What follows belongs to an exercise in optimizing a design on an open flow for small area, a short achievable clock period and few clock cycles per item; a production flow would make more cautious choices. RTL that was checked went through simulation tests only; none was proved equivalent to the original. Only the layout flow was run in run 8; the RTL was not checked for function there. Power is estimated from default activity; no workload was simulated.

$ cat flow/flow/run.sh
#!/bin/bash
# Standard layout, with plain buffers (rather than delay buffers) on the ports.
set -euo pipefail
export BUFFER_PORTS_ARGS="-buffer_cell sky130_fd_sc_hd__buf_2"
bash standard.sh > standard.log 2>&1
$ cat flow/standard.sh
#!/bin/bash
# synth_recipe.tcl (not shown) runs the flow's synth.tcl, then flattens the netlist and writes it again
# the make line also repeats each setting of config.mk as NAME=value (left out here)
make -C /OpenROAD-flow-scripts/flow DESIGN_CONFIG=/design/flow/config.mk WORK_HOME=/design/flow/orfs CLKGATE_MAP_FILE= SYNTH_SCRIPT=/design/flow/synth_recipe.tcl "${@:-finish}"
$ cat flow/config.mk
export PLATFORM = sky130hd
export DESIGN_NAME = ax12_framer
export DESIGN_NICKNAME = ax12_framer
export VERILOG_FILES = /design/flow/design.v
export SDC_FILE = /design/flow/constraint.sdc
export NUM_CORES = 4
export LEC_CHECK = 0
export ABC_AREA = 1
export CAP_MARGIN = 20
export CORE_MARGIN = 2
export CORE_UTILIZATION = 40
export SETUP_SLACK_MARGIN = 5.0
export SLEW_MARGIN = 20
$ cat flow/constraint.sdc
create_clock -name core_clock -period 8.0 [get_ports {clk}]
set_input_delay 1.6000 -clock core_clock [delete_from_list [all_inputs] [get_ports {clk}]]
set_output_delay 1.6000 -clock core_clock [all_outputs]
set_load 0.01 [all_outputs]
$ cat flow/design.v
module ax12_framer (
    input  wire        clk,
    input  wire        rst,
    input  wire        cmd_valid,
    output wire        cmd_ready,
    input  wire [7:0]  cmd_code,
    input  wire [7:0]  cmd_id,
    input  wire [7:0]  cmd_opc,
    input  wire [15:0] cmd_len,
    input  wire        in_valid,
    output wire        in_ready,
    input  wire [7:0]  in_data,
    output wire        out_valid,
    input  wire        out_ready,
    output wire [7:0]  out_data,
    output wire        res_valid,
    output reg  [7:0]  res_code,
    output reg  [7:0]  csum,
    output reg  [7:0]  rid,
    output reg  [7:0]  rerr,
    output reg  [7:0]  qn
);
    localparam [7:0] RC_OK = 8'h00,
                     RC_CS_SHORT = 8'h10, RC_CS_ID = 8'h11, RC_CS_LENGTH = 8'h12,
                     RC_BAD_OPCODE = 8'h30, RC_PARAM_COUNT = 8'h31,
                     RC_ID_RANGE = 8'h32, RC_PAYLOAD_LONG = 8'h33,
                     RC_FRAME_SHORT = 8'h40, RC_BAD_HEADER = 8'h41,
                     RC_BAD_LENGTH = 8'h42, RC_BAD_CHECKSUM = 8'h43,
                     RC_BAD_ID = 8'h44, RC_BAD_REPLY_ID = 8'h45,
                     RC_BAD_COMMAND = 8'h50;
    function [7:0] add8(input [7:0] a, input [7:0] b);
        reg [7:0] g, p, g1, p1, g2, p2, g3;
        integer i;
        begin
            g = a & b;
            p = a ^ b;
            for (i = 0; i < 8; i = i + 1) begin
                g1[i] = (i >= 1) ? (g[i] | (p[i] & g[i-1])) : g[i];
                p1[i] = (i >= 1) ? (p[i] & p[i-1]) : p[i];
            end
            for (i = 0; i < 8; i = i + 1) begin
                g2[i] = (i >= 2) ? (g1[i] | (p1[i] & g1[i-2])) : g1[i];
                p2[i] = (i >= 2) ? (p1[i] & p1[i-2]) : p1[i];
            end
            for (i = 0; i < 8; i = i + 1)
                g3[i] = (i >= 4) ? (g2[i] | (p2[i] & g2[i-4])) : g2[i];
            add8 = p ^ {g3[6:0], 1'b0};
        end
    endfunction
    reg        st_idle, st_hdr, st_data, st_cs, st_res;
    wire       st_chk = !(st_idle || st_hdr || st_data || st_cs || st_res);
    reg        c_chk, c_fb, c_bld, c_dec, c_pst;    
    reg [15:0] cnt;           
    reg        f_q;           
    reg [2:0]  pos;           
    reg [7:0]  acc;           
    reg [7:0]  ta;            
    reg [7:0]  tb;            
    reg        f_short;       
    reg        f_a;           
    reg        f_b;           
    reg [7:0]  obuf;
    reg        ovalid;
    reg [7:0]  sbuf;          
    reg        svalid;
    reg [7:0]  rc;            
    wire       hi0      = (cmd_len[15:8] == 8'd0);
    wire [7:0] lo       = cmd_len[7:0];
    wire       lo_hi0   = (lo[7:3] == 5'd0);                
    wire       len_zero = hi0 && lo_hi0 && (lo[2:0] == 3'd0);
    wire       len_two  = hi0 && lo_hi0 && (lo[2:0] == 3'd2);
    wire       lo_ge2   = !(lo_hi0 && lo[2:1] == 2'd0);
    wire       lo_ge4   = !(lo_hi0 && !lo[2]);
    wire       lo_le253 = (lo[7:1] != 7'h7F);
    wire       id_ff    = (cmd_id == 8'hFF);
    reg        opc_known, pc_ok;
    always @(*) begin
        opc_known = 1'b1;
        pc_ok = 1'b0;
        case (cmd_opc)
            8'h01, 8'h05, 8'h06: pc_ok = len_zero;
            8'h02:               pc_ok = len_two;
            8'h03, 8'h04:        pc_ok = hi0 && lo_ge2 && lo_le253;
            8'h83:               pc_ok = hi0 && lo_ge4 && lo_le253;
            default:             opc_known = 1'b0;
        endcase
    end
    wire is_chk_c = (cmd_code == 8'h01);
    wire is_enc_c = (cmd_code == 8'h02);
    wire is_dec_c = (cmd_code == 8'h03);
    wire is_bld_c = (cmd_code == 8'h04);
    wire is_pst_c = (cmd_code == 8'h05);
    wire fb_ok   = !id_ff && ((is_enc_c && hi0 && lo != 8'hFF && !len_zero) ||
                              (is_bld_c && opc_known && pc_ok));
    wire sdp_go  = (is_chk_c || is_dec_c || is_pst_c) && !len_zero;
    wire acc_short = hi0 && lo_hi0 && (is_chk_c ? (lo[2:0] < 3'd3) : (lo[2:0] < 3'd6));
    wire start     = st_idle && cmd_valid;
    wire r_hi0 = (cnt[15:8] == 8'd0);
    reg  r_opc_known;
    always @(*) begin
        case (tb)
            8'h01, 8'h02, 8'h03, 8'h04, 8'h05, 8'h06, 8'h83: r_opc_known = 1'b1;
            default: r_opc_known = 1'b0;
        endcase
    end
    reg [7:0] chk_rc;
    always @(*) begin
        if (c_chk)                        chk_rc = RC_CS_SHORT;
        else if (c_dec || c_pst)          chk_rc = RC_FRAME_SHORT;
        else if (c_bld) begin
            if (!r_opc_known)             chk_rc = RC_BAD_OPCODE;
            else if (ta == 8'hFF)         chk_rc = RC_ID_RANGE;
            else                          chk_rc = RC_PARAM_COUNT;
        end else if (c_fb) begin
            if (ta == 8'hFF)              chk_rc = RC_ID_RANGE;
            else if (!r_hi0 || cnt[7:0] == 8'hFF) chk_rc = RC_PAYLOAD_LONG;
            else                          chk_rc = RC_CS_SHORT;
        end else                          chk_rc = RC_BAD_COMMAND;
    end
    wire        ofree   = !ovalid || out_ready;      
    wire        take    = st_data && !svalid && in_valid;
    wire        last_in = (cnt[7:0] == 8'd1) && (f_q || cnt[15:8] == 8'd0);
    wire [15:0] cnt_m1  = cnt - 16'd1;
    wire [7:0] flen = cnt[7:0] + (c_bld ? 8'd2 : 8'd1);
    reg  [7:0] hdr_byte;
    always @(*) begin
        case (pos)
            3'd1:    hdr_byte = 8'hFF;
            3'd2:    hdr_byte = ta;
            3'd3:    hdr_byte = sbuf;      
            default: hdr_byte = tb;
        endcase
    end
    wire hdr_last = c_bld ? (pos == 3'd4) : (pos == 3'd3);
    wire [7:0] nb      = st_data ? in_data : hdr_byte;
    wire [7:0] acc_sum = add8(acc, nb);
    wire fwd = c_fb || (((c_dec && pos >= 3'd4) || (c_pst && pos >= 3'd5)) && !last_in);
    wire len_ok = (cnt == {8'd0, sbuf});
    wire chk_ok = (in_data == ~acc);
    reg [7:0] pre_rc, good_rc;
    reg       pre_bad;
    always @(*) begin
        pre_bad = 1'b1;
        if (f_short)             pre_rc = c_chk ? RC_CS_SHORT : RC_FRAME_SHORT;
        else if (f_a)            pre_rc = c_chk ? RC_CS_ID : RC_BAD_HEADER;
        else if (f_b)            pre_rc = c_chk ? RC_CS_LENGTH : RC_BAD_LENGTH;
        else if (!c_chk && ta == 8'hFF) pre_rc = RC_BAD_ID;
        else begin
            pre_rc  = RC_OK;
            pre_bad = 1'b0;
        end
        if (c_dec)               good_rc = RC_OK;
        else if (ta == 8'hFE)    good_rc = RC_BAD_REPLY_ID;
        else if (tb[6])          good_rc = 8'h26;
        else if (tb[5])          good_rc = 8'h25;
        else if (tb[4])          good_rc = 8'h24;
        else if (tb[3])          good_rc = 8'h23;
        else if (tb[2])          good_rc = 8'h22;
        else if (tb[1])          good_rc = 8'h21;
        else if (tb[0])          good_rc = 8'h20;
        else                     good_rc = RC_OK;
    end
    wire       frame_pre = !pre_bad && !c_chk && (c_dec || ta != 8'hFE);
    wire [7:0] fin_rc    = (pre_bad || c_chk) ? pre_rc : (chk_ok ? good_rc : RC_BAD_CHECKSUM);
    wire       fin_frame = frame_pre && chk_ok;
    always @(*) res_code = {1'b0, rc[6:4], 1'b0, rc[2:0]};
    assign cmd_ready = st_idle;
    assign in_ready  = st_data && !svalid;
    assign out_valid = ovalid;
    assign out_data  = obuf;
    assign res_valid = st_res && !ovalid && !svalid;
    always @(posedge clk) begin
        if (rst) begin
            st_idle  <= 1'b1;
            st_hdr   <= 1'b0;
            st_data  <= 1'b0;
            st_cs    <= 1'b0;
            st_res   <= 1'b0;
            ovalid   <= 1'b0;
            svalid   <= 1'b0;
            rc <= 8'd0;
            csum     <= 8'd0;
            rid      <= 8'd0;
            rerr     <= 8'd0;
            qn       <= 8'd0;
        end else begin
            if (ofree) begin
                if (svalid) begin
                    obuf   <= sbuf;
                    ovalid <= 1'b1;
                    svalid <= 1'b0;
                end else if (take && fwd) begin
                    obuf   <= in_data;
                    ovalid <= 1'b1;
                end else if (st_hdr) begin
                    obuf   <= hdr_byte;
                    ovalid <= 1'b1;
                end else if (st_cs) begin
                    obuf   <= ~acc;
                    ovalid <= 1'b1;
                end else if (start) begin
                    obuf   <= 8'hFF;
                    ovalid <= fb_ok;
                end else begin
                    ovalid <= 1'b0;
                end
            end else if (take && fwd) begin
                sbuf   <= in_data;
                svalid <= 1'b1;
            end
            if (take && c_fb == 1'b0 && pos == 3'd3)
                sbuf <= in_data;
            if (st_hdr && pos == 3'd1)
                sbuf <= flen;
            if (start) begin
                c_chk   <= is_chk_c;
                c_fb    <= is_enc_c || is_bld_c;
                c_bld   <= is_bld_c;
                c_dec   <= is_dec_c;
                c_pst   <= is_pst_c;
                cnt     <= cmd_len;
                f_q     <= 1'b0;
                ta      <= cmd_id;
                tb      <= cmd_opc;
                acc     <= (is_enc_c || is_bld_c) ? 8'h01 : is_chk_c ? 8'h00 : 8'h02;
                f_short <= acc_short;
                rc <= RC_OK;
                st_idle <= 1'b0;
                st_hdr  <= fb_ok;
                st_data <= sdp_go;
                pos     <= (is_enc_c || is_bld_c) ? 3'd1 : 3'd0;
            end
            if (st_chk) begin
                rc <= chk_rc;
                    st_res   <= 1'b1;
            end
            if (st_hdr && ofree) begin
                acc <= acc_sum;
                pos <= pos + 3'd1;
                if (hdr_last) begin
                    st_hdr <= 1'b0;
                    if (cnt == 16'd0) st_cs   <= 1'b1;
                    else              st_data <= 1'b1;
                end
            end
            if (take) begin
                acc <= acc_sum;
                cnt <= cnt_m1;
                if (pos != 3'd7)
                    pos <= pos + 3'd1;
                case (pos)
                    3'd0: f_a <= c_chk ? (in_data == 8'hFF) : (in_data != 8'hFF);
                    3'd1: begin
                        if (c_chk) f_b <= (cnt != {8'd0, in_data});
                        else       f_a <= f_a || (in_data != 8'hFF);
                    end
                    3'd2: ta <= in_data;
                    3'd4: begin
                        if (c_dec || c_pst) begin
                            tb  <= in_data;
                            f_b <= !len_ok;
                            if (len_ok) begin
                                f_q       <= 1'b1;
                                cnt[15:8] <= sbuf - (c_pst ? 8'd2 : 8'd1);
                            end
                        end
                    end
                    default: ;
                endcase
                if (last_in) begin
                    st_data <= 1'b0;
                    if (c_fb) begin
                        st_cs <= 1'b1;
                    end else begin
                        st_res   <= 1'b1;
                        rc <= fin_rc;
                        if (c_chk && !pre_bad) csum <= ~acc_sum;
                        if (fin_frame) begin
                            rid <= ta;
                            qn  <= cnt[15:8];
                        end
                        if (fin_frame && c_pst) rerr <= tb;
                    end
                end
            end
            if (st_cs && ofree && !svalid) begin
                csum   <= ~acc;
                st_cs  <= 1'b0;
                st_res <= 1'b1;
            end
            if (st_res && !ovalid && !svalid) begin
                st_res  <= 1'b0;
                st_idle <= 1'b1;
            end
        end
    end
endmodule
==> results of run 1 <==
[power by group]
group	internal [mW]	total, mW	switching, mW
Combinational	0.0794	0.226	0.147
Sequential	0.638	0.663	0.0251
Clock	0.482	0.765	0.282
Total	1.20	1.65	0.454
[sequential cells by signal, summed over array words and instances, names as in the netlist, 3 cells and up]
name,count
tb,8
sbuf,8
rerr,8
ta,8
rc,6
qn,8
rid,8
pos,3
csum,8
cnt,16
obuf,8
acc,8
[critical path, cell delays in order (launching register included)]
cell      delay, ns
edfxtp_1       0.45
ha_2           0.25
ha_4           0.17
inv_1          0.12
o22ai_2        0.21
o22ai_2        0.14
o21ai_2        0.19
ha_2           0.21
inv_1          0.06
fa_2           0.36
inv_2          0.07
a21oi_1        0.06
o21ai_1        0.16
xor2_1         0.17
inv_1          0.07
nand2_1        0.06
a31oi_1        0.07
[how the worst max path moves through the flow]
stage / cells after the start / start / end
CTS: 15 / pos[0] / csum[4]
detailed placement: 7 / in_valid / sbuf[3]
global placement: 7 / in_valid / sbuf[2]
floorplan: 12 / in_data[0] / csum[4]
global route: 16 / pos[1] / csum[4]
finish: 16 / pos[1] / csum[4]
[layout by cell type (no fill, tap or decap), types with 20 or more instances in the layout]
cell      count
nand3_1      73
o21ai_1      31
nand2_1     277
dfxtp_1      43
nor2_1      131
edfxtp_1     68
xor2_1       20
inv_1       116
o21ai_0      70
a21oi_1      42
nand4_1      29
buf_2       102
[cell families after synthesis]
group	after synthesis	share of synthesized area
AOI/OAI and AO/OA	192	0.1352
xor gates and xnor gates	35	0.03907
adders and majority gates	24	0.04114
buffers and inverters	169	0.09217
DFF	113	0.3751
other	1	0.0004779
and+or+nand+nor	568	0.3169
[layer usage]
layer  vias to the layer above  GRT usage  share of wire
met5                         -          0              0
met4                         0    0.08927          0.024
met3                        41    0.04470          0.083
met2                       315     0.3865           0.46
met1                      3562     0.3408           0.44
li1                       3855          -              -
[stage by stage]
step	instances	setup WS, ns	total power, mW	hold WS (ns)
floorplan	1103	4.999	0.8068	0.4822
global placement	1434	4.245	0.8816	0.4536
detailed placement	1434	4.190	0.8810	0.4531
CTS	1470	5.007	1.645	0.4624
global route	1476	4.891	1.711	0.4956
finish	1476	5.042	1.654	0.4594
[layout make-up]
| class | count | area share |
|---|---|---|
| flip-flops and latches | 113 | 0.3165 |
| repair inverters | 1 | 0.0005374 |
| clock buffers | 23 | 0.05132 |
| well taps | 265 | 0.03560 |
| repair buffers | 113 | 0.06409 |
| inverters | 131 | 0.05495 |
| clock inverters | 9 | 0.01142 |
| multi-input cells | 821 | 0.4655 |
[repair_timing]
item | CTS | global route
setup buffers | 4 | 5
pin swaps | 1 | 2
gates resized for setup | 12 | 32
hold endpoints to repair | 0 | 0
setup endpoints to repair | 64 | 43
gates cloned | 0 | 1
==> results.yml, run 1 <==
outcome:
  outcome: "timing/DRC/antenna clean"
run:
  drv_cap: 0
synthesis:
  yosys.area.top_type: "edfxtp_1"
  ys_async_sr_fraction: 0
  ys_top_cells_by_area: "edfxtp_1, nand2_1, dfxtp_1"
  ys.warnings.count: 1
  synthDistinctLibCells: 51
  synth.most_common_cell: "nand2_1"
  synth_commonest_cells: "nand2_1, nor2_1, inv_1, o21ai_0, nand3_1"
  synth_top_area_share: 0.2602
  synth_enable_flop_cells: 68
  netlist_area_sq_um: 7846
  synthCells: 1102
  ys.flop_type: "edfxtp_1"
  ys_seq_area_frac: 0.3751
  avgSynthCellArea_sq_um: 7.120
  ys_ff_latch: 113
clocking:
  cts_buffer_depth: 2
  cts_root_buf: "clkbuf_16"
  cts_tree: "done"
  clkSlewWorstSetupHoldPaths_ns: 0.06
  hold_buffers: 0
  clock-sinks: 113
  htree_levels: 4
  cts_buffers: 17
  insertion_delay_ns: 0.42
critical_path:
  r2r_end: "csum[4]"
  cp.required_ns: 8.28
  rrSetupSlack_ns: 5.04
  ff2ff_path_depth: 16
  cp-start-kind: "register"
  timing.rr.start: "pos[1]"
  crit_arrival_ns: 3.24
  cp_max_fo: 7
  crit_type: "reg2reg"
  endpoint_kind: "register"
finish:
  final_area_sq_um: 9313
  fin_nets: 1275
  syn2layout_area_growth_pct: 18.69
  utilization: 0.4817
  diodes: 0
  fillers: 1993
  register_area_sq_um: 2948
  drive_above_1_share: 0.1808
  multi_input_area_sq_um: 4335
placement:
  placed_area_sq_um: 8494
  port_buffers: 102
  gp_congestion: 1.076
  dpl.hpwl_mm: 19.32
routing:
  routed_wirelength_mm: 25.34
  drt-initial-drc-count: 826
  vias: 7773
  ant_nets: 0
  firstDrtPassIters: 5
  drc: 0
  route.detailed.wl_per_inst_um: 17.17
  vias_per_cell: 5.266
worst_hold_path:
  min_delay_path_depth: 2
  min_from: "csum[6]"
  hp-class: "reg2reg"
  whs_endpoint: "csum[6]"
floorplanning:
  core_region_area_sq_um: 19330
  rows: 51
  die_h_um: 144.1
  initial_core_util: 0.4058
  io_pins: 105
  dieWidth_um: 144.1
  dieArea_sq_um: 20750
timing:
  fin_crit_ns: 2.958
  setup_viol: 0
  finalHoldViolations: 0
  fmax_mhz: 338.1
  fin_crit_sh: 0.3697
  clock_skew_ns: 0.008763
  relSlewSlack: 0.3471
  tns_ns: 0
  slew_violations: 0
  rsz0062_at_grt: "true"
  worstMarginPinSlew_ns: 0.9793
global_routing:
  first_global_vias: 6943
  grt_first_pass_wirelength_mm: 38.25
  grt_max_degree: 51
  overflow: 0
  track_usage: 0.2464
  antenna_found_initial: 0
power:
  power_density_nw_per_um2: 177.6
  p_leak_nw: 4.044
  peakVddDrop_uv: 122.9
Testbench counts, summed over its fixed seeds: cycles 25,748, commands 2,400.
==> inputs of run 2 (changes only) <==
==> flow/flow/run.sh (replaced) <==
#!/bin/bash
# Standard layout, with plain buffers (rather than delay buffers) on the ports.
set -euo pipefail
export BUFFER_PORTS_ARGS="-buffer_cell sky130_fd_sc_hd__buf_1"
bash standard.sh > standard.log 2>&1
--- a/flow/config.mk
+++ b/flow/config.mk
@@ -5,9 +5,8 @@
 export SDC_FILE = /design/flow/constraint.sdc
 export NUM_CORES = 4
 export LEC_CHECK = 0
-export ABC_AREA = 1
 export CAP_MARGIN = 20
 export CORE_MARGIN = 2
-export CORE_UTILIZATION = 40
+export CORE_UTILIZATION = 60
 export SETUP_SLACK_MARGIN = 5.0
 export SLEW_MARGIN = 20
==> run 2 against run 1 <==
Clock power down 3.0%; setup slack worse by 0.20 ns; highest routed layer unchanged; largest cell class unchanged; combinational power is essentially flat; design area down 3.9%; clock skew down 0.0011 ns; worst hold slack improved by 0.011 ns; sequential power is 1% higher; still clean on timing, DRC and antenna; critical path type unchanged; via count is 9.1% lower; total power down 1.1%.
==> results.yml, run 2 <==
critical_path:
  cpMaxStageDelayCell: "edfxtp_1"
  crit_arrival_ns: 3.47
  cp_cell_sequence: "buf_4 -> ha_1 -> ha_4 -> a221o_1 -> o21ai_2 -> o21ai_2 -> ha_1 -> a21o_1 -> nand4_1 -> nand4b_1 -> o31ai_2 -> xor2_1 -> buf_4 -> a31o_2"
  slowest_delay_ns: 0.42
  ff2ff_path_depth: 14
  cp_max_fo: 8
  cp.required_ns: 8.31
  endpoint_kind: "register"
  cp-start-kind: "register"
  crit_type: "reg2reg"
routing:
  firstDrtPassIters: 8
  routed_wirelength_mm: 24.76
  drc: 0
  route.detailed.wl_per_inst_um: 22.89
  vias_per_cell: 6.531
  drt-initial-drc-count: 802
  vias: 7067
  ant_nets: 0
global_routing:
  overflow: 0
  first_global_vias: 6555
  track_usage: 0.3776
  grt_max_degree: 52
  antenna_found_initial: 0
  grt_first_pass_wirelength_mm: 36.94
timing:
  rsz0062_at_grt: "true"
  tns_ns: 0
  relSlewSlack: 0.4800
  finalHoldViolations: 0
  holdWs_ns: 0.4700
  slew_violations: 0
  fin_crit_sh: 0.3943
  clock_skew_ns: 0.007660
  setup_viol: 0
  worstMarginPinSlew_ns: 0.7789
  fmax_mhz: 317.0
  fin_crit_ns: 3.154
placement:
  dpl.hpwl_mm: 17.09
  port_buffers: 102
  gp_congestion: 0.9381
finish:
  final_common_cell: "buf_1"
  largest_register_ffs: 16
  fin_nets: 999
  layout_common_cells: "buf_1, nor2_1, nand2_1, edfxtp_1, mux2i_1"
  largest_register: "cnt"
  syn2layout_area_growth_pct: 22.47
  drive_above_1_share: 0.1668
  diodes: 0
synthesis:
  ys.warnings.count: 1
  synth_commonest_cells: "nor2_1, nand2_1, edfxtp_1, o21ai_0, a21oi_1"
  synth.most_common_cell: "nor2_1"
  synth_top_area_share: 0.2795
  ys_ff_latch: 113
  ys_top_cells_by_area: "edfxtp_1, dfxtp_1, mux2i_1"
  avgSynthCellArea_sq_um: 9.032
  ys.flop_type: "edfxtp_1"
  ys_seq_area_frac: 0.4027
  synth_enable_flop_cells: 68
  netlist_area_sq_um: 7307
  synthDistinctLibCells: 72
  yosys.area.top_type: "edfxtp_1"
  synthCells: 809
  ys_async_sr_fraction: 0
power:
  p_total_mw: 1.636
  p_leak_nw: 3.286
  peakVddDrop_uv: 163.7
  power_density_nw_per_um2: 182.8
run:
  drv_cap: 0
clocking:
  cts_buffer_depth: 2
  cts_buffers: 17
  cts_root_buf: "clkbuf_16"
  clock-sinks: 113
  insertion_delay_ns: 0.43
  htree_levels: 4
  cts_tree: "done"
  clkSlewWorstSetupHoldPaths_ns: 0.06
floorplanning:
  dieWidth_um: 114.4
  core_region_area_sq_um: 11960
  rows: 40
  io_pins: 105
  die_h_um: 114.4
  dieArea_sq_um: 13080
  initial_core_util: 0.6109
worst_hold_path:
  min_delay_path_depth: 2
  hp-class: "reg2reg"
outcome:
  outcome: "timing/DRC/antenna clean"
-- run 2: cell count changes in the layout (fill, tap and decap cells not counted), sizes merged, moves of 19 or more --
cell / before / now
nand3: 77 / 15
xor2: 20 / 42
o21ai: 102 / 64
nor2: 152 / 82
nand2: 286 / 76
nor4: 5 / 24
mux2i: 0 / 52
inv: 129 / 32
buf: 113 / 142
-- run 2: worst paths after layout --
path,from,endpoint,slack [ns]
max reg2reg,pos[1],csum[7],4.85
max,pos[1],csum[7],4.85
min reg2reg,rc[2],rc[2],0.47
min,rc[2],rc[2],0.47
-- run 2: layout make-up --
type / count / area, sq um
Clock buffer: 19 / 442.9
Inverter: 26 / 101.3
Tap cell: 147 / 183.9
Fill cell: 875 / 3013
Multi-Input combinational cell: 618 / 4303
Clock inverter: 13 / 125.1
Timing Repair Buffer: 145 / 837.1
Sequential cell: 113 / 2948
Timing Repair inverter: 1 / 7.507
-- run 2: repair_timing --
action,in CTS,in global routing
resized for setup,48,23
buffers inserted,23,16
endpoints found under the setup margin,76,63
pin swaps,12,12
cloned,1,2
hold buffers,0,0
-- run 2: worst max-delay path, delay by kind of cell (launching register included) --
family	cells	cell delay [ns]
xor+xnor	1	0.13
simple gates	2	0.27
fa+ha+maj	3	0.71
flops	1	0.42
buf+inv	2	0.33
compound gates	6	1.17
-- run 2: cells by family after synthesis --
logic type                 Yosys count  synth area share
xor gates and xnor gates            56           0.06712
adders and majority gates           24           0.04418
other                                1         0.0005132
AOI/OAI and AO/OA                  183            0.1526
and+or+nand+nor                    296            0.2075
muxes                               57           0.07894
DFF                                113            0.4027
buffers and inverters               79           0.04640
-- run 2: through the flow --
step	setup slack [ns]	std cells	cell area (sq um)	util
after floorplan	4.737	810	7520	-
after CTS	4.998	1064	8686	0.7262
after global routing	4.763	1082	8949	0.7481
final	4.846	1082	8949	0.7481
after detailed placement	3.897	1008	7765	0.6492
after global placement	4.088	1008	7765	0.6492
-- run 2: per-layer routing --
metal	wire length, um	track usage
met5	0	0
met4	1105	0.1829
met3	2429	0.06511
met2	11900	0.6155
met1	9333	0.4892
-- run 2: power by group --
part	internal [mW]	switching, mW
Combinational	0.0937	0.130
Sequential	0.637	0.0328
Clock	0.441	0.301
==> inputs of run 3 (changes only) <==
--- a/flow/config.mk
+++ b/flow/config.mk
@@ -5,6 +5,7 @@
 export SDC_FILE = /design/flow/constraint.sdc
 export NUM_CORES = 4
 export LEC_CHECK = 0
+export ABC_AREA = 1
 export CAP_MARGIN = 20
 export CORE_MARGIN = 2
 export CORE_UTILIZATION = 60
==> run 3 against run 2 <==
Sequential cell count stayed put; fmax is 6.8% higher; die area is 7.1% higher; still clean on timing, DRC and antenna; critical path type is now in2reg; routed wire length is 2.2% lower.
==> results.yml, run 3 <==
global_routing:
  overflow: 0
  antenna_found_initial: 0
  track_usage: 0.3492
  grt_first_pass_wirelength_mm: 37.87
  first_global_vias: 7394
  grt_max_degree: 50
synthesis:
  synthDistinctLibCells: 51
  ys_seq_area_frac: 0.3751
  avgSynthCellArea_sq_um: 7.120
  synth_top_area_share: 0.2602
  netlist_area_sq_um: 7846
  synth.most_common_cell: "nand2_1"
  synth_enable_flop_cells: 68
  ys_ff_latch: 113
  ys.flop_type: "edfxtp_1"
  synth_commonest_cells: "nand2_1, nor2_1, inv_1, o21ai_0, nand3_1"
  yosys.area.top_type: "edfxtp_1"
  synthCells: 1102
  ys_async_sr_fraction: 0
  ys_top_cells_by_area: "edfxtp_1, nand2_1, dfxtp_1"
  ys.warnings.count: 1
finish:
  final_common_cell: "nand2_1"
  largest_register_ffs: 16
  utilization: 0.7140
  drive_above_1_share: 0.1017
  diodes: 0
  syn2layout_area_growth_pct: 15.31
  fin_nets: 1273
  largest_register: "cnt"
  layout_common_cells: "nand2_1, nor2_1, inv_1, buf_1, nand3_1"
clocking:
  clkSlewWorstSetupHoldPaths_ns: 0.06
  cts_buffers: 17
  cts_tree: "done"
  hold_buffers: 0
  clock-sinks: 113
  htree_levels: 4
  cts_root_buf: "clkbuf_16"
  cts_buffer_depth: 2
  insertion_delay_ns: 0.42
critical_path:
  endpoint_kind: "register"
  cp_max_fo: 6
  timing.rr.start: "pos[1]"
  ff2ff_path_depth: 13
  cp.required_ns: 8.15
  crit_type: "in2reg"
  rrSetupSlack_ns: 5.09
  cp-start-kind: "input port"
  r2r_end: "acc[7]"
  crit_arrival_ns: 3.11
routing:
  top_layer: "met4"
  wl_met2_mm: 10.73
  firstDrtPassIters: 8
  routed_wirelength_mm: 24.21
  drt-initial-drc-count: 1069
  vias: 7968
  wl_met3_mm: 2.640
  route.detailed.wl_per_inst_um: 17.53
  vias_per_cell: 5.770
  drc: 0
  ant_nets: 0
  met1Wirelength_mm: 9.899
power:
  p_total_mw: 1.636
  p_int_mw: 1.180
  clockPowerShare: 0.460
  p_comb_frac: 0.135
  power_density_nw_per_um2: 180.9
  p_leak_nw: 3.716
  p_seq_frac: 0.405
  p_sw_frac: 0.2790
  p_sw_uw: 456.6
  peakVddDrop_uv: 138.6
timing:
  tns_ns: 0
  fin_crit_sh: 0.3692
  relSlewSlack: 0.3609
  fmax_mhz: 338.6
  clock_skew_ns: 0.01018
  worstMarginPinSlew_ns: 0.9587
  setup_viol: 0
  fin_crit_ns: 2.953
  slew_violations: 0
  holdWs_ns: 0.4686
  finalHoldViolations: 0
  rsz0062_at_grt: "true"
placement:
  dpl.hpwl_mm: 18.31
  port_buffers: 102
  gp_congestion: 1.063
worst_hold_path:
  hp-class: "reg2reg"
  whs_endpoint: "csum[0]"
  min_from: "csum[0]"
  min_delay_path_depth: 2
floorplanning:
  rows: 41
  dieArea_sq_um: 14010
  io_pins: 105
  die_h_um: 118.4
  dieWidth_um: 118.4
  core_region_area_sq_um: 12670
  initial_core_util: 0.6192
run:
  drv_cap: 0
outcome:
  outcome: "timing/DRC/antenna clean"
-- run 3: changes by cell type after synthesis, moves of 20 or more --
cell | previous run | this run
clkbuf_1 | 38 | 18
inv_1 | 26 | 120
mux2i_1 | 52 | 0
nand2_1 | 76 | 278
nand3_1 | 15 | 74
nor2_1 | 81 | 134
o21ai_1 | 3 | 23
xor2_1 | 42 | 20
-- run 3: cell type report --
type	count	area [sq um]
Clock buffer	23	530.5
Clock inverter	9	63.81
Fill cell	1106	3623
Inverter	131	505.5
Multi-Input combinational cell	822	4318
Sequential cell	113	2948
Tap cell	172	215.2
Timing Repair Buffer	110	461.7
Timing Repair inverter	1	5.005
-- run 3: logic make-up (layout without fill, tap and decap cells) --
| kind of cell | count (synthesis) | in the layout | share of synthesized area |
|---|---|---|---|
| simple gates | 568 | 569 | 0.3169 |
| fa+ha+maj | 24 | 24 | 0.04114 |
| xor+xnor | 35 | 35 | 0.03907 |
| flops | 113 | 113 | 0.3751 |
| buf+inv | 169 | 274 | 0.09217 |
| compound gates | 192 | 192 | 0.1352 |
| other cells | 1 | 2 | 0.0004779 |
-- run 3: repair_timing --
| action | CTS | global route |
|---|---|---|
| buffers inserted | 4 | 1 |
| endpoints found under the setup margin | 72 | 76 |
| pin swaps | 1 | 5 |
| gates cloned | 0 | 2 |
| hold endpoints to repair | 0 | 0 |
| resized for setup | 8 | 35 |
-- run 3: worst max-delay path by stage --
| stage | slack (ns) | end | cells after the start | startpoint |
|---|---|---|---|---|
| CTS | 5.01 | csum[4] | 16 | pos[1] |
| global route | 4.96 | csum[6] | 17 | pos[1] |
| finish | 5.05 | acc[7] | 10 | in_data[6] |
| detailed placement | 4.17 | sbuf[7] | 7 | in_valid |
| global placement | 4.29 | sbuf[6] | 7 | in_valid |
| floorplan | 5.00 | csum[4] | 12 | in_data[0] |
-- run 3: per-layer routing --
layer / up-vias / global-route usage
li1: 3856 / -
met1: 3587 / 0.4550
met2: 450 / 0.5358
met3: 75 / 0.1076
met4: 0 / 0.1514
met5: - / 0
-- run 3: power by group through the flow --
stage	combinational (mW)	sequential [mW]	clock, mW
2_1_floorplan	0.145	0.662	0
4_1_cts	0.206	0.661	0.749
3_5_place_dp	0.202	0.674	0
5_1_grt	0.247	0.664	0.776
3_3_place_gp	0.200	0.673	0
6_report	0.221	0.663	0.753
-- run 3: metrics by stage --
step                cells  worst slack, ns  area (sq um)
CTS                  1378            5.006          8906
global placement     1342            4.288          8258
global route         1381            4.961          9047
floorplan            1103            4.999          7859
detailed placement   1342            4.169          8258
finish               1381            5.047          9047
-- run 3: worst max-delay path: stages --
cell	delay, ns
buf_1	0.36
nand2_1	0.09
o21ai_1	0.13
ha_1	0.31
a21oi_1	0.13
o21ai_0	0.08
a21oi_1	0.19
inv_1	0.06
nand2_1	0.08
a21oi_1	0.06
==> inputs of run 4 (changes only) <==
--- a/flow/config.mk
+++ b/flow/config.mk
@@ -8,6 +8,6 @@
 export ABC_AREA = 1
 export CAP_MARGIN = 20
 export CORE_MARGIN = 2
-export CORE_UTILIZATION = 60
+export CORE_UTILIZATION = 75
 export SETUP_SLACK_MARGIN = 5.0
 export SLEW_MARGIN = 20
==> run 4 against run 3 <==
Non-clock buffer count rose by 7; first-iteration DRC count is 18% higher; design area is 0.75% lower.
==> results.yml, run 4 <==
outcome:
  outcome: "timing/DRC/antenna clean"
critical_path:
  crit_type: "reg2reg"
  ff2ff_path_depth: 13
  cp_top_family: "compound AO/OA/AOI/OAI gates"
  crit_path_start: "pos[0]"
  crit_buf_inv: 2
  cp_max_fo: 7
  cp-start-kind: "register"
  crit_end: "acc[7]"
  cp.depth: 13
  cp.required_ns: 8.27
  cp_cell_sequence: "ha_2 -> ha_4 -> inv_1 -> o21ai_0 -> o22ai_2 -> o21ai_0 -> ha_1 -> nand3_1 -> nand3_1 -> a21oi_1 -> inv_1 -> nand2_1 -> a21oi_1"
  timing.rr.start: "pos[0]"
  crit_arrival_ns: 3.29
  rrSetupSlack_ns: 4.98
  cpMaxStageDelayCell: "edfxtp_1"
  endpoint_kind: "register"
  r2r_end: "acc[7]"
  slowest_delay_ns: 0.44
power:
  p_leak_nw: 3.700
  p_int_mw: 1.115
  p_sw_frac: 0.3014
  p_sw_uw: 481.0
  power_density_nw_per_um2: 177.7
  p_comb_frac: 0.143
  p_seq_frac: 0.416
  peakVddDrop_uv: 120.8
  p_total_mw: 1.596
  clockPowerShare: 0.441
synthesis:
  synthDistinctLibCells: 51
  yosys.area.top_type: "edfxtp_1"
  synthCells: 1102
  ys_seq_area_frac: 0.3751
  avgSynthCellArea_sq_um: 7.120
  ys_top_cells_by_area: "edfxtp_1, nand2_1, dfxtp_1"
  ys_async_sr_fraction: 0
  netlist_area_sq_um: 7846
  ys_ff_latch: 113
  synth_top_area_share: 0.2602
  synth.most_common_cell: "nand2_1"
  synth_commonest_cells: "nand2_1, nor2_1, inv_1, o21ai_0, nand3_1"
  synth_enable_flop_cells: 68
  ys.warnings.count: 1
  ys.flop_type: "edfxtp_1"
run:
  drv_cap: 0
placement:
  gp_congestion: 1.048
  dpl.hpwl_mm: 17.87
  placed_area_sq_um: 8213
  port_buffers: 102
  preCtsSetupSlack_ns: 4.251
  dp_cells: 1306
floorplanning:
  dieWidth_um: 106.3
  dieArea_sq_um: 11300
  core_region_area_sq_um: 10230
  initial_core_util: 0.7669
  io_pins: 105
  rows: 37
  die_h_um: 106.3
clocking:
  insertion_delay_ns: 0.53
  htree_levels: 4
  cts_tree: "done"
  clock-sinks: 113
  clkSlewWorstSetupHoldPaths_ns: 0.06
  cts_buffers: 17
  hold_buffers: 0
  cts_buffer_depth: 2
  cts_root_buf: "clkbuf_8"
routing:
  drt-initial-drc-count: 1260
  ant_nets: 0
  vias_per_cell: 6.467
  firstDrtPassIters: 9
  route.detailed.wl_per_inst_um: 19.06
  vias: 8730
  routed_wirelength_mm: 25.73
  drc: 0
finish:
  final_area_sq_um: 8980
  final_common_cell: "nand2_1"
  fillers: 591
  diodes: 0
  largest_register_ffs: 16
  largest_register: "cnt"
  multi_input_area_sq_um: 4307
  fin_nets: 1278
  syn2layout_area_growth_pct: 14.45
  fin_cells: 1350
  drive_above_1_share: 0.1013
  utilization: 0.8777
  layout_common_cells: "nand2_1, nor2_1, inv_1, buf_1, o21ai_0"
  register_area_sq_um: 2948
worst_hold_path:
  hp-class: "reg2reg"
timing:
  slew_violations: 0
  holdWs_ns: 0.4707
  setup_viol: 0
  clock_skew_ns: 0.006596
  tns_ns: 0
  fmax_mhz: 331.0
  fin_crit_sh: 0.3777
  rsz0062_at_grt: "true"
  relSlewSlack: 0.3336
  fin_crit_ns: 3.021
  worstMarginPinSlew_ns: 0.9996
  finalHoldViolations: 0
  setup_slack_ns: 4.979
global_routing:
  grt_max_degree: 51
  overflow: 0
  track_usage: 0.4457
  grt_first_pass_wirelength_mm: 38.69
  first_global_vias: 7829
  antenna_found_initial: 0
-- run 4: how the worst min path moves through the flow --
| stage | startpoint | end | cells past startpoint |
|---|---|---|---|
| floorplan | st_res | st_res | 2 |
| global placement | csum[6] | csum[6] | 2 |
| detailed placement | csum[6] | csum[6] | 2 |
| CTS | csum[6] | csum[6] | 2 |
| global route | csum[6] | csum[6] | 2 |
| finish | csum[6] | csum[6] | 2 |
-- run 4: power groups by stage --
stage | registers, mW | logic, mW | clock network (mW)
2_1_floorplan | 0.662 | 0.145 | 0
3_3_place_gp | 0.673 | 0.193 | 0
3_5_place_dp | 0.674 | 0.200 | 0
4_1_cts | 0.661 | 0.204 | 0.692
5_1_grt | 0.664 | 0.247 | 0.722
6_report | 0.664 | 0.228 | 0.704
-- run 4: metal layers --
metal | track usage | vias to the layer above | part of all wire
met5 | 0 | - | 0
met2 | 0.7024 | 814 | 0.44
li1 | - | 3871 | -
met3 | 0.1104 | 218 | 0.15
met4 | 0.2444 | 0 | 0.073
met1 | 0.5635 | 3827 | 0.34
-- run 4: repair_timing --
item                                    4_1_cts  5_1_grt
pin swaps                                     1        4
gates resized for setup                       5       31
buffers inserted                              4        8
endpoints found under the setup margin       23       89
gates cloned                                  0        0
-- run 4: tightest hold or removal path: stages (launching register included) --
cell	delay, ns
dfxtp_1	0.30
nand2_1	0.06
a21oi_1	0.06
-- run 4: kinds of logic after synthesis --
group / after synthesis / share of synthesized area
AND/OR/NAND/NOR: 568 / 0.3169
AO/OA/AOI/OAI: 192 / 0.1352
buffers and inverters: 169 / 0.09217
flip-flops: 113 / 0.3751
XOR/XNOR: 35 / 0.03907
adder cells (fa/ha/maj): 24 / 0.04114
other: 1 / 0.0004779
-- run 4: final cells by class --
type,instances,share of cell area
Multi-Input combinational cell,821,0.4796
Inverter,131,0.05699
Clock inverter,14,0.01184
Timing Repair Buffer,117,0.05545
Tap cell,136,0.01895
Sequential cell,113,0.3283
Clock buffer,18,0.04891
==> inputs of run 5 (changes only) <==
--- a/flow/config.mk
+++ b/flow/config.mk
@@ -8,6 +8,8 @@
 export ABC_AREA = 1
 export CAP_MARGIN = 20
 export CORE_MARGIN = 2
-export CORE_UTILIZATION = 75
+export CORE_UTILIZATION = 60
+export CTS_BUF_LIST = sky130_fd_sc_hd__clkbuf_4 sky130_fd_sc_hd__clkbuf_8
+export CTS_CLUSTER_SIZE = 12
 export SETUP_SLACK_MARGIN = 5.0
 export SLEW_MARGIN = 20
==> run 5 against run 4 <==
Die area up 24%; count of clock-buffer cells in the layout up 3; largest cell class unchanged; critical path type is now reg2out; largest power group is now registers; synthesized cell count unchanged; sequential cell count unchanged.
==> results.yml, run 5 <==
timing:
  worstMarginPinSlew_ns: 0.9454
  clock_skew_ns: 0.01405
  tns_ns: 0
  setup_viol: 0
  fin_crit_sh: 0.3672
  setup_slack_ns: 5.063
  fmax_mhz: 340.4
  holdWs_ns: 0.4695
  fin_crit_ns: 2.937
  slew_violations: 0
  finalHoldViolations: 0
  rsz0062_at_grt: "true"
  relSlewSlack: 0.3698
routing:
  drt-initial-drc-count: 1059
  route.detailed.wl_per_inst_um: 17.29
  drc: 0
  vias_per_cell: 5.717
  firstDrtPassIters: 5
  ant_nets: 0
  routed_wirelength_mm: 23.94
  vias: 7913
critical_path:
  timing.rr.start: "pos[1]"
  cp_max_fo: 18
  cp.required_ns: 6.40
  crit_path_start: "st_data"
  rrSetupSlack_ns: 5.09
  ff2ff_path_depth: 16
  crit_end: "in_ready"
  endpoint_kind: "output port"
  r2r_end: "csum[4]"
  cp-start-kind: "register"
  crit_type: "reg2out"
  crit_arrival_ns: 1.34
floorplanning:
  io_pins: 105
  die_h_um: 118.4
  dieWidth_um: 118.4
  dieArea_sq_um: 14010
  rows: 41
  core_region_area_sq_um: 12670
  initial_core_util: 0.6192
power:
  peakVddDrop_uv: 117.1
  p_total_mw: 1.453
  p_leak_nw: 3.650
  power_density_nw_per_um2: 163.2
global_routing:
  grt_max_degree: 50
  grt_first_pass_wirelength_mm: 37.29
  overflow: 0
  track_usage: 0.3432
  antenna_found_initial: 0
  first_global_vias: 7269
worst_hold_path:
  hp-class: "reg2reg"
  min_delay_path_depth: 2
finish:
  fin_cells: 1384
  fillers: 1137
  final_area_sq_um: 8902
  largest_register: "cnt"
  fin_nets: 1276
  diodes: 0
  drive_above_1_share: 0.1040
  layout_common_cells: "nand2_1, nor2_1, inv_1, buf_1, nand3_1"
  register_area_sq_um: 2948
  multi_input_area_sq_um: 4312
  largest_register_ffs: 16
  syn2layout_area_growth_pct: 13.46
  utilization: 0.7026
  final_common_cell: "nand2_1"
synthesis:
  synth_commonest_cells: "nand2_1, nor2_1, inv_1, o21ai_0, nand3_1"
  synth_enable_flop_cells: 68
  ys.warnings.count: 1
  ys_ff_latch: 113
  ys.flop_type: "edfxtp_1"
  avgSynthCellArea_sq_um: 7.120
  synthCells: 1102
  synthDistinctLibCells: 51
  synth.most_common_cell: "nand2_1"
  yosys.area.top_type: "edfxtp_1"
  netlist_area_sq_um: 7846
  ys_async_sr_fraction: 0
  ys_seq_area_frac: 0.3751
  ys_top_cells_by_area: "edfxtp_1, nand2_1, dfxtp_1"
  synth_top_area_share: 0.2602
clocking:
  clock-sinks: 113
  hold_buffers: 0
  cts_tree: "done"
  insertion_delay_ns: 0.45
  cts_buffers: 17
  cts_buffer_depth: 2
  cts_root_buf: "clkbuf_8"
  clkSlewWorstSetupHoldPaths_ns: 0.07
  htree_levels: 4
run:
  drv_cap: 0
outcome:
  outcome: "timing/DRC/antenna clean"
placement:
  placed_area_sq_um: 8258
  gp_congestion: 1.063
  port_buffers: 102
  dp_cells: 1342
  preCtsSetupSlack_ns: 4.169
  dpl.hpwl_mm: 18.31
==> run 5: cell counts after synthesis <==
Identical to the previous run, type by type.
==> run 5: critical path, cell delays in order, from the launching register on <==
cell and delay [ns]:
dfxtp_4 0.46, inv_2 0.08, nor2_2 0.17, buf_1 0.17
==> run 5: layout make-up <==
type                            instances  area share
Timing Repair Buffer                  115     0.05692
Sequential cell                       113      0.3311
Multi-Input combinational cell        821      0.4843
Inverter                              131     0.05706
Clock buffer                           21     0.03247
Tap cell                              172     0.02417
Clock inverter                         11     0.01391
==> run 5: what timing repair did <==
| item | CTS | global route |
|---|---|---|
| buffers inserted | 1 | 9 |
| gates resized for setup | 8 | 36 |
| endpoints found under the setup margin | 51 | 65 |
| pin swaps | 0 | 3 |
==> run 5: worst min path at each step <==
stage                        from      end  slack [ns]
after floorplan            st_res   st_res        0.48
after global placement    csum[6]  csum[6]        0.46
after detailed placement  csum[0]  csum[0]        0.46
after CTS                 csum[0]  csum[0]        0.47
after global routing      csum[4]  csum[4]        0.52
final                     csum[0]  csum[0]        0.47
==> run 5: logic make-up after synthesis <==
family	after synthesis	synth area share
and+or+nand+nor	568	0.3169
other	1	0.0004779
AOI/OAI and AO/OA	192	0.1352
buffers and inverters	169	0.09217
adders and majority gates	24	0.04114
xor gates and xnor gates	35	0.03907
DFF	113	0.3751
==> run 5: power by group <==
part | switching (mW) | internal, mW
clock network | 0.257 | 0.312
logic | 0.147 | 0.0763
registers | 0.0247 | 0.637
==> run 5: layer usage <==
layer / share of wire / routed length, um / global-route usage
met5: 0 / 0 / 0
met4: 0.035 / 828 / 0.1498
met3: 0.11 / 2672 / 0.09846
met2: 0.44 / 10580 / 0.5217
met1: 0.41 / 9850 / 0.4556
==> inputs of run 6 (changes only) <==
--- a/flow/config.mk
+++ b/flow/config.mk
@@ -9,7 +9,8 @@
 export CAP_MARGIN = 20
 export CORE_MARGIN = 2
 export CORE_UTILIZATION = 60
-export CTS_BUF_LIST = sky130_fd_sc_hd__clkbuf_4 sky130_fd_sc_hd__clkbuf_8
-export CTS_CLUSTER_SIZE = 12
+export CTS_BUF_LIST = sky130_fd_sc_hd__clkbuf_8
+export CTS_CLUSTER_DIAMETER = 100
+export CTS_CLUSTER_SIZE = 40
 export SETUP_SLACK_MARGIN = 5.0
 export SLEW_MARGIN = 20
==> run 6 against run 5 <==
Sequential power about the same; worst hold slack is the same; core utilization unchanged; critical path type unchanged; synthesized cell count stayed put; still clean on timing, DRC and antenna; area after synthesis stayed put; setup slack is the same; critical path depth unchanged; via count is the same; sequential share of layout area unchanged.
==> results.yml, run 6 <==
critical_path:
  cp-start-kind: "register"
  endpoint_kind: "output port"
  cp_cell_sequence: "inv_2 -> nor2_2 -> buf_1"
  crit_arrival_ns: 1.34
  cp_max_fo: 18
  crit_type: "reg2out"
  cp.required_ns: 6.40
  cpMaxStageDelayCell: "dfxtp_4"
  slowest_delay_ns: 0.46
timing:
  finalHoldViolations: 0
  fin_crit_ns: 2.937
  relSlewSlack: 0.3698
  fmax_mhz: 340.4
  clock_skew_ns: 0.01405
  worstMarginPinSlew_ns: 0.9454
  slew_violations: 0
  tns_ns: 0
  rsz0062_at_grt: "true"
  setup_viol: 0
  fin_crit_sh: 0.3672
floorplanning:
  initial_core_util: 0.6192
  dieArea_sq_um: 14010
  rows: 41
  io_pins: 105
  core_region_area_sq_um: 12670
  dieWidth_um: 118.4
  die_h_um: 118.4
clocking:
  clkSlewWorstSetupHoldPaths_ns: 0.07
  clock-sinks: 113
  cts_buffer_depth: 2
  insertion_delay_ns: 0.45
  cts_root_buf: "clkbuf_8"
  cts_tree: "done"
  htree_levels: 4
  cts_buffers: 17
global_routing:
  grt_first_pass_wirelength_mm: 37.29
  first_global_vias: 7269
  antenna_found_initial: 0
  overflow: 0
  grt_max_degree: 50
  track_usage: 0.3432
power:
  p_leak_nw: 3.650
  peakVddDrop_uv: 117.1
  power_density_nw_per_um2: 163.2
finish:
  fin_nets: 1276
  layout_common_cells: "nand2_1, nor2_1, inv_1, buf_1, nand3_1"
  largest_register: "cnt"
  largest_register_ffs: 16
  final_common_cell: "nand2_1"
  utilization: 0.7026
  diodes: 0
  drive_above_1_share: 0.1040
  syn2layout_area_growth_pct: 13.46
run:
  drv_cap: 0
routing:
  route.detailed.wl_per_inst_um: 17.29
  firstDrtPassIters: 5
  drt-initial-drc-count: 1059
  ant_nets: 0
  drc: 0
  routed_wirelength_mm: 23.94
  vias_per_cell: 5.717
  vias: 7913
synthesis:
  ys_seq_area_frac: 0.3751
  yosys.area.top_type: "edfxtp_1"
  ys_ff_latch: 113
  synth_enable_flop_cells: 68
  ys.flop_type: "edfxtp_1"
  netlist_area_sq_um: 7846
  ys.warnings.count: 1
  synth.most_common_cell: "nand2_1"
  synth_commonest_cells: "nand2_1, nor2_1, inv_1, o21ai_0, nand3_1"
  avgSynthCellArea_sq_um: 7.120
  synth_top_area_share: 0.2602
  synthCells: 1102
  synthDistinctLibCells: 51
  ys_async_sr_fraction: 0
  ys_top_cells_by_area: "edfxtp_1, nand2_1, dfxtp_1"
worst_hold_path:
  hp-class: "reg2reg"
placement:
  dpl.hpwl_mm: 18.31
  port_buffers: 102
  gp_congestion: 1.063
outcome:
  outcome: "timing/DRC/antenna clean"
[run 6: cell counts in the layout (fill, tap and decap cells not counted)]
No cell type changed its count.
[run 6: cells by family (layout without fill, tap and decap cells)]
| kind of cell | after synthesis | count (layout) | synth area share |
|---|---|---|---|
| adder cells (fa/ha/maj) | 24 | 24 | 0.04114 |
| buffers and inverters | 169 | 278 | 0.09217 |
| flip-flops | 113 | 113 | 0.3751 |
| other | 1 | 2 | 0.0004779 |
| AND/OR/NAND/NOR | 568 | 568 | 0.3169 |
| AO/OA/AOI/OAI | 192 | 192 | 0.1352 |
| XOR/XNOR | 35 | 35 | 0.03907 |
[run 6: worst paths after layout]
check	slack, ns	to	depth (start not counted)	start
hold / removal	0.47	csum[0]	2	csum[0]
setup reg to reg	5.09	csum[4]	16	pos[1]
hold reg to reg	0.47	csum[0]	2	csum[0]
setup / recovery	5.06	in_ready	3	st_data
[run 6: metal layers]
layer  GRT usage  routed length [um]
met1      0.4556                9850
met2      0.5217               10580
met3     0.09846                2672
met4      0.1498                 828
met5           0                   0
[run 6: area by class of cell]
class / count / area (sq um)
Fill cell: 1137 / 3769
Sequential cell: 113 / 2948
Clock inverter: 11 / 123.9
Clock buffer: 21 / 289.0
Timing Repair Buffer: 115 / 506.7
Tap cell: 172 / 215.2
Inverter: 131 / 508.0
Multi-Input combinational cell: 821 / 4312
[run 6: worst max-delay path, delay by kind of cell, from the launching register on]
| kind | cells | cell delay (ns) |
|---|---|---|
| DFF | 1 | 0.46 |
| and+or+nand+nor | 1 | 0.17 |
| buffers and inverters | 2 | 0.25 |
[run 6: metrics by stage]
stage	cell area, sq um	hold slack [ns]	power [mW]	instances	setup WS [ns]
6_report	8902	0.4695	1.453	1384	5.063
4_1_cts	8705	0.4696	1.434	1375	4.995
3_5_place_dp	8258	0.4584	0.8753	1342	4.169
2_1_floorplan	7859	0.4822	0.8068	1103	4.999
5_1_grt	8902	0.5168	1.505	1384	4.944
3_3_place_gp	8258	0.4568	0.8737	1342	4.288
[run 6: timing repair]
item,4_1_cts,5_1_grt
buffers inserted,1,9
cloned,0,0
resized for setup,8,36
hold buffers,0,0
pin swaps,0,3
endpoints found under the setup margin,51,65
[run 6: power breakdown]
group / total, mW / internal, mW / switching (mW) / leakage [nW]
combinational: 0.223 / 0.0763 / 0.147 / 2.44
clock: 0.568 / 0.312 / 0.257 / 0.214
sequential: 0.662 / 0.637 / 0.0247 / 1.00
total: 1.45 / 1.03 / 0.428 / 3.65
==> inputs of run 7 (changes only) <==
--- a/flow/config.mk
+++ b/flow/config.mk
@@ -10,7 +10,5 @@
 export CORE_MARGIN = 2
 export CORE_UTILIZATION = 60
 export CTS_BUF_LIST = sky130_fd_sc_hd__clkbuf_8
-export CTS_CLUSTER_DIAMETER = 100
-export CTS_CLUSTER_SIZE = 40
 export SETUP_SLACK_MARGIN = 5.0
 export SLEW_MARGIN = 20
==> run 7 against run 6 <==
Still clean; fmax unchanged; count of clock-buffer cells in the layout unchanged; die area unchanged.
==> results.yml, run 7 <==
synthesis:
  ys_top_cells_by_area: "edfxtp_1, nand2_1, dfxtp_1"
  synth_enable_flop_cells: 68
  synthDistinctLibCells: 51
  synth_commonest_cells: "nand2_1, nor2_1, inv_1, o21ai_0, nand3_1"
  ys.warnings.count: 1
  synthCells: 1102
  synth_top_area_share: 0.2602
  ys_ff_latch: 113
  netlist_area_sq_um: 7846
  avgSynthCellArea_sq_um: 7.120
  ys_seq_area_frac: 0.3751
  yosys.area.top_type: "edfxtp_1"
  synth.most_common_cell: "nand2_1"
  ys_async_sr_fraction: 0
  ys.flop_type: "edfxtp_1"
routing:
  firstDrtPassIters: 5
  vias: 7913
  route.detailed.wl_per_inst_um: 17.29
  vias_per_cell: 5.717
  routed_wirelength_mm: 23.94
  drt-initial-drc-count: 1059
  ant_nets: 0
  drc: 0
outcome:
  outcome: "timing/DRC/antenna clean"
clocking:
  clkSlewWorstSetupHoldPaths_ns: 0.07
  cts_tree: "done"
  cts_buffers: 17
  cts_root_buf: "clkbuf_8"
  htree_levels: 4
  clock-sinks: 113
  insertion_delay_ns: 0.45
  cts_buffer_depth: 2
critical_path:
  slowest_delay_ns: 0.46
  crit_arrival_ns: 1.34
  crit_type: "reg2out"
  crit_buf_inv: 2
  cp_max_fo: 18
  cp.required_ns: 6.40
  cp-start-kind: "register"
  cp_cell_sequence: "inv_2 -> nor2_2 -> buf_1"
  cpMaxStageDelayCell: "dfxtp_4"
  cp_top_family: "flip-flops"
  endpoint_kind: "output port"
finish:
  syn2layout_area_growth_pct: 13.46
  fin_nets: 1276
  largest_register_ffs: 16
  fin_cells: 1384
  diodes: 0
  largest_register: "cnt"
  drive_above_1_share: 0.1040
  layout_common_cells: "nand2_1, nor2_1, inv_1, buf_1, nand3_1"
  final_common_cell: "nand2_1"
timing:
  clock_skew_ns: 0.01405
  fin_crit_sh: 0.3672
  slew_violations: 0
  setup_viol: 0
  fin_crit_ns: 2.937
  rsz0062_at_grt: "true"
  finalHoldViolations: 0
  relSlewSlack: 0.3698
  tns_ns: 0
  fmax_mhz: 340.4
  worstMarginPinSlew_ns: 0.9454
global_routing:
  first_global_vias: 7269
  grt_first_pass_wirelength_mm: 37.29
  overflow: 0
  antenna_found_initial: 0
  track_usage: 0.3432
  grt_max_degree: 50
floorplanning:
  rows: 41
  core_region_area_sq_um: 12670
  dieArea_sq_um: 14010
  io_pins: 105
  initial_core_util: 0.6192
  die_h_um: 118.4
  dieWidth_um: 118.4
placement:
  dp_cells: 1342
  gp_congestion: 1.063
  dpl.hpwl_mm: 18.31
  port_buffers: 102
worst_hold_path:
  hp-class: "reg2reg"
power:
  p_leak_nw: 3.650
  peakVddDrop_uv: 117.1
  power_density_nw_per_um2: 163.2
run:
  drv_cap: 0
-- run 7: cell counts after synthesis --
No cell type changed its count.
-- run 7: what timing repair did --
action	in CTS	in global routing
pin swaps	0	3
hold endpoints to repair	0	0
setup endpoints to repair	51	65
resized for setup	8	36
hold buffers	0	0
setup buffers	1	9
-- run 7: report_power, final --
part	total [mW]	internal (mW)	switching, mW
Combinational	0.223	0.0763	0.147
Sequential	0.662	0.637	0.0247
Clock	0.568	0.312	0.257
Total	1.45	1.03	0.428
-- run 7: layout make-up --
class	instances	area [sq um]
clock buffer	21	289.0
timing repair buffer	115	506.7
tap	172	215.2
multi-input combinational	821	4312
inverter	131	508.0
fill	1137	3769
sequential	113	2948
clock inverter	11	123.9
-- run 7: cells by family (layout without fill, tap and decap cells) --
logic type	count (synthesis)	in the layout	share of synthesized area
buffers and inverters	169	278	0.09217
AND/OR/NAND/NOR	568	568	0.3169
adder cells (fa/ha/maj)	24	24	0.04114
other	1	2	0.0004779
XOR/XNOR	35	35	0.03907
AO/OA/AOI/OAI	192	192	0.1352
flip-flops	113	113	0.3751
-- run 7: per-stage QoR --
step / cell area, sq um / hold WS [ns] / power [mW] / setup WS [ns] / util
2_1_floorplan: 7859 / 0.4822 / 0.8068 / 4.999 / -
3_3_place_gp: 8258 / 0.4568 / 0.8737 / 4.288 / 0.6517
3_5_place_dp: 8258 / 0.4584 / 0.8753 / 4.169 / 0.6517
4_1_cts: 8705 / 0.4696 / 1.434 / 4.995 / 0.6870
5_1_grt: 8902 / 0.5168 / 1.505 / 4.944 / 0.7026
6_report: 8902 / 0.4695 / 1.453 / 5.063 / 0.7026
-- run 7: metal layers --
layer	part of all wire	GRT usage	vias up
met2	0.44	0.5217	440
met1	0.41	0.4556	3563
met4	0.035	0.1498	0
li1	-	-	3846
met5	0	0	-
met3	0.11	0.09846	64
-- run 7: worst paths after layout --
path | slack (ns) | cells after the start | endpoint | start
worst max register to register | 5.09 | 16 | csum[4] | pos[1]
worst max-delay path | 5.06 | 3 | in_ready | st_data
worst min register to register | 0.47 | 2 | csum[0] | csum[0]
worst min-delay path | 0.47 | 2 | csum[0] | csum[0]
-- run 7: tightest hold or removal path: stages, from the launching register on --
cell	delay, ns
dfxtp_1	0.31
nand2_1	0.06
a21oi_1	0.05
==> inputs of run 8 (changes only) <==
--- a/flow/design.v
+++ b/flow/design.v
@@ -132,7 +132,8 @@
         endcase
     end
     wire hdr_last = c_bld ? (pos == 3'd4) : (pos == 3'd3);
-    wire [7:0] nb      = st_data ? in_data : hdr_byte;
+    wire [7:0] hdr_add = (pos[2] ? tb : sbuf) & {8{pos[2] || (pos[1] && pos[0])}};
+    wire [7:0] nb      = st_data ? in_data : hdr_add;
     wire [7:0] acc_sum = add8(acc, nb);
     wire fwd = c_fb || (((c_dec && pos >= 3'd4) || (c_pst && pos >= 3'd5)) && !last_in);
     wire len_ok = (cnt == {8'd0, sbuf});
@@ -222,7 +223,7 @@
                 f_q     <= 1'b0;
                 ta      <= cmd_id;
                 tb      <= cmd_opc;
-                acc     <= (is_enc_c || is_bld_c) ? 8'h01 : is_chk_c ? 8'h00 : 8'h02;
+                acc     <= (is_enc_c || is_bld_c) ? cmd_id : {6'd0, !is_chk_c, 1'b0};
                 f_short <= acc_short;
                 rc <= RC_OK;
                 st_idle <= 1'b0;
==> flow/flow/run.sh (replaced) <==
#!/bin/bash
# Standard layout, with plain buffers (rather than delay buffers) on the ports.
set -euo pipefail
export BUFFER_PORTS_ARGS="-buffer_cell sky130_fd_sc_hd__buf_2"
bash standard.sh > standard.log 2>&1
==> flow/config.mk (replaced) <==
export PLATFORM = sky130hd
export DESIGN_NAME = ax12_framer
export DESIGN_NICKNAME = ax12_framer
export VERILOG_FILES = /design/flow/design.v
export SDC_FILE = /design/flow/constraint.sdc
export NUM_CORES = 4
export LEC_CHECK = 0
export CAP_MARGIN = 20
export CORE_MARGIN = 2
export CORE_UTILIZATION = 40
export SETUP_SLACK_MARGIN = 5.0
export SLEW_MARGIN = 20
==> run 8 against run 7 <==
Critical path type is now in2reg; sequential power grew 1%; highest routed layer unchanged; count of clock-buffer cells in the layout is the same; core utilization down 21 points; register-to-register slack barely moved; total power increased by 17%; via count decreased by 5.8%; area after synthesis shrank 2.8%; final cell count decreased by 13%; critical path depth rose by 3; clock skew is 0.0058 ns lower.
==> results.yml, run 8 <==
outcome:
  outcome: "timing/DRC/antenna clean"
power:
  p_leak_nw: 3.439
  p_int_mw: 1.271
  p_total_mw: 1.702
  p_sw_uw: 431.1
  p_seq_frac: 0.394
  power_density_nw_per_um2: 183.1
  p_sw_frac: 0.2533
  p_comb_frac: 0.119
  clockPowerShare: 0.486
  peakVddDrop_uv: 157.0
floorplanning:
  die_h_um: 142.1
  dieArea_sq_um: 20200
  initial_core_util: 0.4079
  io_pins: 105
  dieWidth_um: 142.1
  core_region_area_sq_um: 18710
  rows: 50
routing:
  firstDrtPassIters: 5
  ant_nets: 0
  route.detailed.wl_per_inst_um: 21.97
  routed_wirelength_mm: 26.56
  vias_per_cell: 6.163
  vias: 7451
  drt-initial-drc-count: 747
  drc: 0
timing:
  tns_ns: 0
  slew_violations: 0
  setup_viol: 0
  worstMarginPinSlew_ns: 1.051
  relSlewSlack: 0.2982
  fmax_mhz: 315.8
  rsz0062_at_grt: "true"
  holdWs_ns: 0.4618
  finalHoldViolations: 0
  fin_crit_sh: 0.3958
  fin_crit_ns: 3.167
  clock_skew_ns: 0.008256
critical_path:
  cpMaxStageDelayCell: "or4_4"
  ff2ff_path_depth: 6
  cp.required_ns: 8.28
  cp_max_fo: 2
  cp_cell_sequence: "buf_6 -> or4_4 -> o41a_1 -> o311a_1 -> o31ai_4 -> a31oi_1"
  crit_type: "in2reg"
  endpoint_kind: "register"
  crit_arrival_ns: 3.44
  slowest_delay_ns: 0.59
  cp-start-kind: "input port"
clocking:
  htree_levels: 4
  hold_buffers: 0
  cts_root_buf: "clkbuf_16"
  clkSlewWorstSetupHoldPaths_ns: 0.05
  insertion_delay_ns: 0.43
  clock-sinks: 113
  cts_buffer_depth: 2
  cts_buffers: 17
  cts_tree: "done"
finish:
  utilization: 0.4969
  layout_common_cells: "buf_2, nand2_1, edfxtp_1, a21oi_1"
  largest_register_ffs: 16
  fin_nets: 1040
  largest_register: "cnt"
  diodes: 0
  final_common_cell: "buf_2"
  syn2layout_area_growth_pct: 21.83
  drive_above_1_share: 0.2185
global_routing:
  first_global_vias: 6776
  track_usage: 0.2639
  grt_max_degree: 61
  overflow: 0
  antenna_found_initial: 0
  grt_first_pass_wirelength_mm: 40.11
synthesis:
  ys_ff_latch: 113
  synth_top_area_share: 0.2676
  avgSynthCellArea_sq_um: 8.680
  synth.most_common_cell: "nand2_1"
  ys_seq_area_frac: 0.3857
  ys_top_cells_by_area: "edfxtp_1, dfxtp_1, xor2_1"
  synthDistinctLibCells: 70
  synth_commonest_cells: "nand2_1, a21oi_1, edfxtp_1, clkbuf_1, o21ai_0"
  ys.warnings.count: 1
  ys.flop_type: "edfxtp_1"
  yosys.area.top_type: "edfxtp_1"
  ys_async_sr_fraction: 0
  synth_enable_flop_cells: 68
  synthCells: 879
  netlist_area_sq_um: 7630
worst_hold_path:
  min_delay_path_depth: 2
  hp-class: "reg2reg"
placement:
  port_buffers: 102
  dpl.hpwl_mm: 18.61
  gp_congestion: 0.9692
run:
  drv_cap: 0
[run 8: per-layer routing]
layer	track usage	vias to the layer above	wire length, um
li1	-	3455	-
met1	0.3752	3547	11780
met2	0.4012	387	11810
met3	0.04812	62	2110
met4	0.09684	0	864
met5	0	-	0
[run 8: layout make-up]
| type | instances | area (sq um) |
|---|---|---|
| Sequential cell | 113 | 2945 |
| Multi-Input combinational cell | 666 | 4478 |
| Fill cell | 1793 | 9410 |
| Tap cell | 234 | 292.8 |
| Clock buffer | 21 | 440.4 |
| Inverter | 28 | 108.9 |
| Clock inverter | 11 | 187.7 |
| Timing Repair inverter | 1 | 7.507 |
| Timing Repair Buffer | 135 | 834.6 |
[run 8: through the flow]
stage                     worst slack [ns]  std cells  cell area [sq um]
after floorplan                      4.687        880               7754
after global placement               4.059       1151               8260
after detailed placement             3.999       1151               8260
after CTS                            4.863       1196               9087
after global routing                 4.802       1209               9295
final                                4.833       1209               9295
[run 8: final timing paths]
check,from,to,slack (ns)
max,cmd_opc[3],ovalid,4.83
min,rerr[4],rerr[4],0.46
max reg2reg,cnt[8],sbuf[3],5.09
min reg2reg,rerr[4],rerr[4],0.46
[run 8: critical path: cells and delay by family]
family	cells	cell delay, ns
and+or+nand+nor	1	0.59
AOI/OAI and AO/OA	4	1.16
buffers and inverters	1	0.09
[run 8: cells by family (layout without fill, tap and decap cells)]
logic type	count (synthesis)	count (layout)	share of synthesized area
mux	26	26	0.03427
simple gates	326	327	0.2215
buf+inv	102	196	0.05412
other cells	1	2	0.0004915
flops	113	113	0.3857
fa+ha+maj	25	25	0.04395
xor+xnor	55	55	0.06314
compound gates	231	231	0.1968
[run 8: power groups by stage]
stage	combinational, mW	clock (mW)	sequential [mW]
finish	0.203	0.828	0.671
global route	0.220	0.861	0.672
CTS	0.187	0.832	0.669
detailed placement	0.176	0	0.683
global placement	0.174	0	0.683
floorplan	0.132	0	0.661
[run 8: repair_timing]
action / CTS / global route
gates resized for setup: 27 / 27
buffers inserted: 12 / 12
cloned: 1 / 1
setup endpoints to repair: 84 / 73
pin swaps: 19 / 21
endpoints found under the hold margin: 0 / 0

==> what the ideal ports hide <==
The results above use ideal ports. As a check the final layouts listed here were re-extracted and re-timed, cells and wires unchanged. Step 1: set_driving_cell puts a clkbuf_16 on clk and a buf_2 on each other input, an assumption about the parent block. Step 2 moves the port delays by t, midway between the first and last clock arrival at a register: inputs arrive t later, outputs are due t later. That takes back most of the time a late clock gives input paths. Slacks: ideal ports / drivers / drivers and shift; pairs: ideal ports / drivers.
| run | t, ns | setup WS [ns] | hold slack, ns | worst data-port slew with drivers (ns) |
|---|---|---|---|---|
| run 1 | 0.463 | 5.042 / 5.042 / 4.621 | 0.459 / 0.459 / 0.459 | 0.04 |
| run 2 | 0.470 | 4.846 / 4.846 / 4.461 | 0.470 / 0.470 / 0.470 | 0.06 |
| run 3 | 0.460 | 5.047 / 5.059 / 4.607 | 0.469 / 0.469 / 0.469 | 0.05 |
| run 4 | 0.568 | 4.979 / 4.977 / 4.508 | 0.471 / 0.471 / 0.471 | 0.04 |
| run 5 | 0.480 | 5.063 / 5.027 / 4.606 | 0.470 / 0.469 / 0.469 | 0.05 |
| run 6 | 0.480 | 5.063 / 5.027 / 4.606 | 0.470 / 0.469 / 0.469 | 0.05 |
| run 7 | 0.480 | 5.063 / 5.027 / 4.606 | 0.470 / 0.469 / 0.469 | 0.05 |
| run 8 | 0.472 | 4.833 / 4.849 / 4.377 | 0.462 / 0.462 / 0.462 | 0.06 |
After both steps every run listed still meets setup and hold. The setup slack of run 4, which loses most, moves by -0.002 ns with the drivers and by -0.471 ns with both steps.
